From an optimization exercise on the open Yosys and OpenROAD flow, aimed at small area, a short achievable clock period and few clock cycles per item; shortcuts taken in it are not production practice. At most, simulation tests tie the RTL to the original design; equivalence was not proved. Power figures rest on the tool's default switching activity, not on a simulated workload.

==> flow/design.v <==
module idt_frame_decoder (
    input  wire        clk,
    input  wire        rst,         
    input  wire        tailoff,     
    input  wire        in_valid,
    input  wire [7:0]  in_data,
    input  wire        in_last,
    output wire        in_ready,
    output reg         res_valid,
    output wire [31:0] res_info,    
    output wire [31:0] res_crc,     
    output wire [31:0] res_len,     
    output wire [31:0] res_addr,    
    output wire [8:0]  rx_track,    
    output wire [15:0] rx_cnt       
);
    localparam [2:0] C_OK = 3'd0, C_NO_DELIM = 3'd1, C_BAD_LEN = 3'd2,
                     C_BAD_CRC = 3'd3, C_BAD_COMPL = 3'd4, C_SEQ_ERR = 3'd5;
    localparam [1:0] T_NONE = 2'd0, T_HEAD = 2'd1, T_DATA = 2'd2, T_TAIL = 2'd3;
    function [15:0] crc_table;
        input [7:0] i;
        integer k;
        reg [15:0] r;
        begin
            r = {i, 8'h00};
            for (k = 0; k < 8; k = k + 1)
                r = r[15] ? ((r << 1) ^ 16'h1021) : (r << 1);
            crc_table = r;
        end
    endfunction
    function [15:0] crc_step;
        input [15:0] c;
        input [7:0]  b;
        begin
            crc_step = {c[7:0], 8'h00} ^ crc_table(c[15:8] ^ b);
        end
    endfunction
    reg         fresh;           
    reg  [10:0] q;
    reg         qz, qh;          
    reg         hd;              
    reg         da, ed;          
    reg         cs;              
    reg  [7:0]  n;               
    reg         co;              
    reg  [15:0] acc;             
    reg  [7:0]  d1, d2;          
    reg  [63:0] hl;              
    reg  [7:0]  rx_exp;
    reg         rx_inxfer;
    reg  [15:0] rx_count;
    reg         pend;            
    reg         rdy;             
    reg         s_cs;            
    reg         s_hi, s_lo;      
    reg         s_co;            
    reg         s_seq;           
    reg  [2:0]  r_code;
    reg  [1:0]  r_type;
    assign in_ready = rdy;
    assign rx_track = {rx_inxfer, rx_exp};
    assign rx_cnt   = rx_count;
    assign res_info = {5'd0, q, n, 1'b0, r_code, 2'b00, r_type};
    assign res_crc  = {acc, d2, d1};
    assign res_len  = hl[63:32];
    assign res_addr = hl[31:0];
    wire       accept = in_valid && rdy;
    wire       done   = accept && in_last;
    wire [7:0] b  = in_data;
    wire q_lo0 = qz;
    wire q_hi1 = qh;
    wire p1    = !fresh && q_hi1 && q[1:0] == 2'd0;
    wire p2    = !fresh && q_hi1 && q[1:0] == 2'd1;
    wire p3    = !fresh && q_hi1 && q[1:0] == 2'd2;
    wire p4    = !fresh && q_hi1 && q[1:0] == 2'd3;    
    wire over  = !fresh && q[10] && !q_hi1;            
    wire compl_ok  = hd || co;
    wire data_ok   = rx_inxfer && (n == rx_exp);
    wire tail_ok   = rx_inxfer && (tailoff ? (n == rx_exp) : (n == rx_count[7:0]));
    wire seq_ok    = hd || (da ? data_ok : tail_ok);
    wire hd_n = fresh ? (b == 8'hFE) :
                p1    ? (hd && b == 8'h00) :
                p2    ? (hd && b == 8'hFF) :
                p3    ? (hd && b == 8'h01) : hd;
    wire da_n = fresh ? (b == 8'hDA) : da;
    wire ed_n = fresh ? (b == 8'hED) : ed;
    wire csx = cs && !fresh;                           
    wire l_ge4  = !(qh && q[1:0] != 2'd3);                   
    wire l_over = q[10] && !qh && (q[9:0] != 10'd0);         
    wire [1:0] e_type = l_over ? T_NONE :
                        (hd && l_ge4) ? T_HEAD : da ? T_DATA : ed ? T_TAIL : T_NONE;
    wire v_fld = s_cs && s_hi && s_lo && s_co;           
    wire [2:0] v_code = !s_cs            ? ((e_type == T_NONE && !l_over) ? C_NO_DELIM : C_BAD_LEN) :
                        !(s_hi && s_lo)  ? C_BAD_CRC :
                        !s_co            ? C_BAD_COMPL :
                        s_seq            ? C_OK : C_SEQ_ERR;
    wire n13   = !fresh && q == 11'd7;                           
    wire n4    = p3;                                             
    wire ndat  = !fresh && (q_hi1 ? q[1] : !(q[10:0] >= 11'd1023));   
    wire cs_n  = hd ? n13 : da ? ndat : ed ? n4 : 1'b0;    
    wire [11:4] p_hl;
    assign p_hl[4] = p4;
    genvar g;
    generate
        for (g = 5; g <= 11; g = g + 1) begin : g_phl
            assign p_hl[g] = !fresh && q_lo0 && q[2:0] == (g - 5);
        end
    endgenerate
    wire        clr_crc = pend && !s_cs;
    wire        clr_chk = pend && !(v_fld && da);
    wire        clr_n   = pend && !(v_fld && !hd);
    wire        clr_hl  = pend && !(v_fld && hd);
    wire        wr_acc  = accept && (fresh || !in_last);
    wire [15:0] acc_d   = fresh ? 16'h0000 : crc_step(acc, d1);
    wire [10:0] q_d     = fresh ? 11'd2044 : q + 11'd1;
    wire [7:0] cnt_hi_inc = rx_count[15:8] + 8'd1;
    integer j;
    always @(posedge clk) begin
        acc <= wr_acc ? acc_d : (acc & {16{!clr_crc}});
        d1  <= accept ? b  : (d1 & {8{!clr_crc}});
        d2  <= accept ? d1 : (d2 & {8{!clr_crc}});
        if (accept) begin
            qz <= !fresh && ((qh && q[1:0] == 2'd3) || (qz && q[2:0] != 3'd7));
            qh <= fresh || (qh && q[1:0] != 2'd3);
        end else if (clr_chk) begin
            qz <= 1'b1;
            qh <= 1'b0;
        end
        q   <= accept ? q_d : (q & {11{!clr_chk}});
        n   <= (accept && p1) ? b : (n & {8{!clr_n}});
        for (j = 4; j <= 11; j = j + 1)
            hl[(11-j)*8 +: 8] <= (accept && p_hl[j]) ? b : (hl[(11-j)*8 +: 8] & {8{!clr_hl}});
        s_cs   <= csx;
        s_hi   <= (acc[15:8] == d1);
        s_lo   <= (acc[7:0] == b);
        s_co   <= compl_ok;
        s_seq  <= seq_ok;
        r_code <= v_code;
        r_type <= e_type;
        if (accept) begin
            hd <= hd_n;
            da <= da_n;
            ed <= ed_n;
            cs <= cs_n;
            if (p2)
                co <= (b == ~n);
        end
        if (rst) begin
            fresh     <= 1'b1;
            pend      <= 1'b0;
            rdy       <= 1'b1;
            res_valid <= 1'b0;
            rx_exp    <= 8'd1;
            rx_inxfer <= 1'b0;
            rx_count  <= 16'd0;
        end else begin
            pend      <= done;
            rdy       <= !done;
            res_valid <= pend;
            if (accept)
                fresh <= in_last;
            if (pend && v_fld && s_seq) begin
                if (hd) begin
                    rx_exp    <= 8'd1;
                    rx_count  <= 16'd0;
                    rx_inxfer <= 1'b1;
                end else if (da) begin
                    rx_exp   <= rx_exp + 8'd1;
                    rx_count <= {(rx_exp == 8'd0) ? cnt_hi_inc : rx_count[15:8], rx_exp};
                end else begin
                    rx_inxfer <= 1'b0;
                end
            end
        end
    end
endmodule
clock: 4.0 ns
lec_check: 0
cap_margin: 20
core_margin: 2
core_utilization: 55
cts_buf_list: sky130_fd_sc_hd__clkbuf_8
setup_slack_margin: 2.2
slew_margin: 20
standard.sh (not shown) runs the stock make flow with config.mk's settings and CLKGATE_MAP_FILE= SYNTH_SCRIPT=/design/flow/synth_recipe.tcl, a recipe that flattens the netlist after the stock synthesis.
==> flow/flow/run.sh <==
#!/bin/bash
set -euo pipefail
bash standard.sh BUFFER_PORTS_ARGS="-buffer_cell sky130_fd_sc_hd__buf_1" finish > flow_make.log 2>&1
==> next run, changes <==
--- a/flow/design.v
+++ b/flow/design.v
@@ -56,4 +56,6 @@
     reg         s_co;            
     reg         s_seq;           
+    reg         s_nd;            
+    reg  [1:0]  s_type;
     reg  [2:0]  r_code;
     reg  [1:0]  r_type;
@@ -85,11 +87,10 @@
     wire da_n = fresh ? (b == 8'hDA) : da;
     wire ed_n = fresh ? (b == 8'hED) : ed;
+    wire is_head = hd_n && !fresh && !p1 && !p2;       
+    wire [1:0] v_type = over    ? T_NONE :
+                        is_head ? T_HEAD : da_n ? T_DATA : ed_n ? T_TAIL : T_NONE;
     wire csx = cs && !fresh;                           
-    wire l_ge4  = !(qh && q[1:0] != 2'd3);                   
-    wire l_over = q[10] && !qh && (q[9:0] != 10'd0);         
-    wire [1:0] e_type = l_over ? T_NONE :
-                        (hd && l_ge4) ? T_HEAD : da ? T_DATA : ed ? T_TAIL : T_NONE;
     wire v_fld = s_cs && s_hi && s_lo && s_co;           
-    wire [2:0] v_code = !s_cs            ? ((e_type == T_NONE && !l_over) ? C_NO_DELIM : C_BAD_LEN) :
+    wire [2:0] v_code = !s_cs            ? (s_nd ? C_NO_DELIM : C_BAD_LEN) :
                         !(s_hi && s_lo)  ? C_BAD_CRC :
                         !s_co            ? C_BAD_COMPL :
@@ -136,6 +137,8 @@
         s_co   <= compl_ok;
         s_seq  <= seq_ok;
+        s_nd   <= (v_type == T_NONE) && !over;
+        s_type <= v_type;
         r_code <= v_code;
-        r_type <= e_type;
+        r_type <= s_type;
         if (accept) begin
             hd <= hd_n;
Effect:
- The new run completed without violations
- cell area drops slightly
- via count drops slightly
- die area climbs slightly
- critical path depth climbs by 4
- global-route usage climbs by 0.47 points
- routed wire length hardly moves
- clock power drops by a little under a tenth
- setup slack got worse by 0.036 ns
- utilization drops by 3.0 points
Testbench counts after the change, summed over its fixed seeds: cycles 135,708, bytes 135,489.
No functional check of the RTL was part of the first run of this note.

[separate check: timing with driven ports]
How much do the figures lean on ideal ports? The routed layouts below were timed once more, with nothing changed but the port constraints. Step 1: set_driving_cell puts a clkbuf_16 on clk and a buf_2 on each other input, an assumption about the parent block. Step 2 also shifts input and output timing later by t, the mid clock arrival at the registers, as if the neighbouring blocks saw the same clock. a / b / c = no drivers / after step 1 / after step 2; a / b = the first two.
run	t (ns)	setup WS [ns]	clock arrival spread, ns	worst register clock-pin slew, ns	worst data-port slew with drivers (ns)
the first run	0.488	2.168 / 2.133 / 1.806	0.007 / 0.008	0.09 / 0.09	0.06
the second run	0.492	2.132 / 2.132 / 1.762	0.010 / 0.010	0.09 / 0.09	0.06
After both steps every run listed still meets setup and hold. For the second run, which loses most, drivers alone change the setup slack by 0.000 ns; drivers and shift together by -0.370 ns.
